Source: an optimization exercise on an open RTL-to-GDS flow (aim: small area). Production flows keep margins and buffers that such runs may drop.
Where RTL was checked, it was by simulation tests only, not by an equivalence proof against the original.

==> module u2v2_packet_decoder, before the edit <==
module u2v2_packet_decoder (
    input  wire [7:0]  head,
    input  wire [7:0]  ck_hi,
    input  wire [7:0]  ck_lo,
    input  wire [7:0]  in_data,
    input  wire [11:0] acc,
    input  wire        clr,
    input  wire        add_en,
    input  wire        xor_en,
    output wire        head02,
    output wire        in02,
    output wire        in03,
    output wire        sum_ok,
    output wire [11:0] acc_nx,
    output wire [7:0]  tail_rot
);
    localparam [7:0] START     = 8'h02;
    localparam [7:0] END_MARK  = 8'h03;
    localparam [7:0] KEY_CONST = 8'h26;
    assign head02 = (head == START);
    assign in02   = (in_data == START);
    assign in03   = (in_data == END_MARK);
    assign sum_ok = ({ck_hi, ck_lo} == {4'd0, acc});
    assign tail_rot = head ^ (xor_en ? (acc[7:0] ^ KEY_CONST) : 8'h00);
    wire [11:0] a = clr ? 12'd0 : acc;
    wire [7:0]  b = add_en ? head : 8'd0;
    wire [12:0] cy;
    assign cy[0] = 1'b0;
    genvar g;
    generate
        for (g = 0; g < 12; g = g + 1) begin : g_add
            if (g < 8) begin : g_fa
                assign acc_nx[g] = a[g] ^ b[g] ^ cy[g];
                assign cy[g+1]   = (a[g] & b[g]) | (cy[g] & (a[g] ^ b[g]));
            end else begin : g_ha
                assign acc_nx[g] = a[g] ^ cy[g];
                assign cy[g+1]   = a[g] & cy[g];
            end
        end
    endgenerate
endmodule
==> module u2v2_framer, before the edit <==
module u2v2_framer (
    input  wire        clk,
    input  wire        rst,           
    input  wire        rd_req,
    input  wire        rd_cancel,
    output wire        busy,
    output wire        out_valid,
    output wire [63:0] out_payload,
    output wire        in_ready,
    input  wire        in_valid,
    input  wire [7:0]  in_data
);
    reg [7:0]  r [0:11];
    reg [3:0]  c;
    reg [3:0]  L;
    reg        due;
    reg        busy_q;
    reg [11:0] acc;
    wire aligned = (c == 4'd12);
    wire [7:0] head = r[0];
    wire add_en = ~due & (c > 4'd2);
    wire xm = due & (L == 4'd15) & (c <= 4'd10) & (c >= 4'd3);
    wire head02, in02, in03, sum_ok;
    wire [7:0]  tail_rot;
    wire [11:0] acc_nx;
    u2v2_packet_decoder u_pd (
        .head     (head),
        .ck_hi    (r[10]),
        .ck_lo    (r[11]),
        .in_data  (in_data),
        .acc      (acc),
        .clr      (aligned),
        .add_en   (add_en),
        .xor_en   (xm),
        .head02   (head02),
        .in02     (in02),
        .in03     (in03),
        .sum_ok   (sum_ok),
        .acc_nx   (acc_nx),
        .tail_rot (tail_rot)
    );
    wire can_take = aligned & ~due & ((L <= 4'd12) | (L == 4'd14));
    assign in_ready  = busy_q & ~rd_cancel & can_take;
    wire take = in_ready & in_valid;
    wire good = (L == 4'd14) & sum_ok & in03;
    wire ins  = take & ~good;
    assign busy      = busy_q;
    assign out_valid = busy_q & due & (L == 4'd0) & aligned;
    assign out_payload = {r[2], r[3], r[4], r[5], r[6], r[7], r[8], r[9]};
    integer i;
    always @(posedge clk) begin
        for (i = 0; i < 11; i = i + 1)
            r[i] <= r[i + 1];
        r[11] <= ins ? in_data : tail_rot;
        acc <= acc_nx;
    end
    always @(posedge clk) begin
        if (rst) begin
            busy_q <= 1'b0;
            due    <= 1'b0;
            L      <= 4'd0;
            c      <= 4'd12;
        end else begin
            if (!busy_q)
                busy_q <= rd_req;
            else if (out_valid | rd_cancel)
                busy_q <= 1'b0;
            if (!ins)
                c <= (c == 4'd1) ? 4'd12 : c - 4'd1;
            if (out_valid)
                due <= 1'b0;
            if (take) begin
                if (good) begin
                    due <= 1'b1;
                    L   <= 4'd15;
                end else if (L == 4'd0)
                    L <= in02 ? 4'd1 : 4'd0;
                else if (L == 4'd14)
                    L <= head02 ? 4'd13 : 4'd15;
                else
                    L <= L + 4'd1;
            end else if (!due) begin
                if (L == 4'd15) begin
                    if (head02)
                        L <= c;
                    else if (c == 4'd1)
                        L <= 4'd0;
                end else if (L == 4'd13 && c == 4'd1)
                    L <= 4'd14;
            end else if (L == 4'd15 && c == 4'd1) begin
                L <= 4'd0;
            end
        end
    end
endmodule
export LEC_CHECK = 0
export CAP_MARGIN = 20
export CORE_MARGIN = 2
export CORE_UTILIZATION = 40
export PLACE_DENSITY = 0.6
export SLEW_MARGIN = 20
create_clock -name core_clock -period 10.0 [get_ports {clk}]
standard.sh (not shown) runs the stock make flow with config.mk's settings and CLKGATE_MAP_FILE= SYNTH_SCRIPT=/design/flow/synth_recipe.tcl, a recipe that flattens the netlist after the stock synthesis.
==> flow/flow/run.sh <==
#!/bin/bash
# Standard layout, with single-drive port buffers and a clock tree without
# dummy loads. Each tool's output goes to a log of its own here.
set -euo pipefail
bash standard.sh \
  "BUFFER_PORTS_ARGS=-buffer_cell sky130_fd_sc_hd__buf_1" \
  "CTS_ARGS=-sink_clustering_enable -repair_clock_nets -dont_use_dummy_load -buf_list sky130_fd_sc_hd__clkbuf_4" \
  finish > make_finish.log 2>&1
Then changed:
==> flow/design.v (replaced) <==
module u2v2_packet_decoder (
    input  wire [7:0]  head,
    input  wire [7:0]  next,
    input  wire [7:0]  in_data,
    input  wire [11:0] acc,
    input  wire        xor_en,
    output wire        head02,
    output wire        in02,
    output wire        in03,
    output wire        sum_ok,
    output wire [7:0]  tail_rot
);
    localparam [7:0] START     = 8'h02;
    localparam [7:0] END_MARK  = 8'h03;
    localparam [7:0] KEY_CONST = 8'h26;
    assign head02 = (head == START);
    assign in02   = (in_data == START);
    assign in03   = (in_data == END_MARK);
    assign sum_ok = ({head, next} == {4'd0, acc});
    assign tail_rot = head ^ (xor_en ? (acc[7:0] ^ KEY_CONST) : 8'h00);
endmodule
module u2v2_framer (
    input  wire        clk,
    input  wire        rst,           
    input  wire        rd_req,
    input  wire        rd_cancel,
    output wire        busy,
    output wire        out_valid,
    output wire [63:0] out_payload,
    output wire        in_ready,
    input  wire        in_valid,
    input  wire [7:0]  in_data
);
    reg [7:0]  r [0:11];
    reg [3:0]  c;
    reg [3:0]  L;
    reg        due;
    reg        ok;
    reg        busy_q;
    reg [11:0] acc;
    wire aligned = (c == 4'd12);
    wire [7:0] head = r[0];
    wire head02, in02, in03, sum_ok;
    wire [7:0] tail_rot;
    wire xm = due & (L == 4'd15) & (c <= 4'd10) & (c >= 4'd3);
    u2v2_packet_decoder u_pd (
        .head     (head),
        .next     (r[1]),
        .in_data  (in_data),
        .acc      (acc),
        .xor_en   (xm),
        .head02   (head02),
        .in02     (in02),
        .in03     (in03),
        .sum_ok   (sum_ok),
        .tail_rot (tail_rot)
    );
    wire can_take = aligned & ~due & ((L <= 4'd12) | (L == 4'd14));
    assign in_ready  = busy_q & ~rd_cancel & can_take;
    wire take = in_ready & in_valid;
    wire good = (L == 4'd14) & ok & in03;
    wire ins  = take & ~good;
    assign busy      = busy_q;
    assign out_valid = busy_q & due & (L == 4'd0) & aligned;
    assign out_payload = {r[2], r[3], r[4], r[5], r[6], r[7], r[8], r[9]};
    integer i;
    always @(posedge clk) begin
        for (i = 0; i < 11; i = i + 1)
            r[i] <= r[i + 1];
        r[11] <= ins ? in_data : tail_rot;
        acc <= (aligned ? 12'd0 : acc) + {4'd0, due ? 8'd0 : head};
    end
    always @(posedge clk) begin
        if (rst) begin
            busy_q <= 1'b0;
            due    <= 1'b0;
            L      <= 4'd0;
            c      <= 4'd12;
        end else begin
            if (!busy_q)
                busy_q <= rd_req;
            else if (out_valid | rd_cancel)
                busy_q <= 1'b0;
            if (!ins)
                c <= (c == 4'd1) ? 4'd12 : c - 4'd1;
            if (out_valid)
                due <= 1'b0;
            if (take) begin
                if (good) begin
                    due <= 1'b1;
                    L   <= 4'd15;
                end else if (L == 4'd0)
                    L <= in02 ? 4'd1 : 4'd0;
                else if (L == 4'd14)
                    L <= head02 ? 4'd13 : 4'd15;
                else
                    L <= L + 4'd1;
            end else if (!due) begin
                if (L == 4'd15) begin
                    if (head02)
                        L <= c;
                    else if (c == 4'd1)
                        L <= 4'd0;
                end else if (L[3:1] == 3'b110 && c == 4'd2) begin
                    L  <= 4'd14;
                    ok <= sum_ok;
                end
            end else if (L == 4'd15 && c == 4'd1) begin
                L <= 4'd0;
            end
        end
    end
endmodule
Effect: The changed run finished with timing, DRC and antenna clean; core utilization decreases by 0.33 points; cell count increases by 16%; via count increases by 16%; clock-buffer cell count stays the same; global-route usage increases by 0.58 points; final area increases by 4.6%; setup slack improves by 0.57 ns; die area increases by 4.8%; clock skew increases by 0.021 ns.
The RTL of the second run of this note was laid out without a check of its function.

## what the ideal ports hide
How much do the figures lean on ideal ports? The routed layouts below were timed once more, with nothing changed but the port constraints.
Step 1, drivers: a clkbuf_16 drives clk and a buf_2 each remaining input, both assumed.
Step 2, shift: input delay + t, output delay - t, t = (earliest + latest rising clock arrival at the registers) / 2. This alone moves slack from input paths to output paths.
Slacks: ideal / step 1 / step 2; pairs: ideal / step 1.
| run | shift t [ns] | slack for setup (ns) | hold WS [ns] |
|---|---|---|---|
| the first run | 0.498 | 4.840 / 4.840 / 4.840 | 0.329 / 0.329 / 0.329 |
| the second run | 0.497 | 5.406 / 5.386 / 5.386 | 0.307 / 0.307 / 0.307 |
After both steps setup and hold are still met in every run listed. For the second run, which loses most, drivers alone change the setup slack by -0.020 ns; drivers and shift together by -0.020 ns.
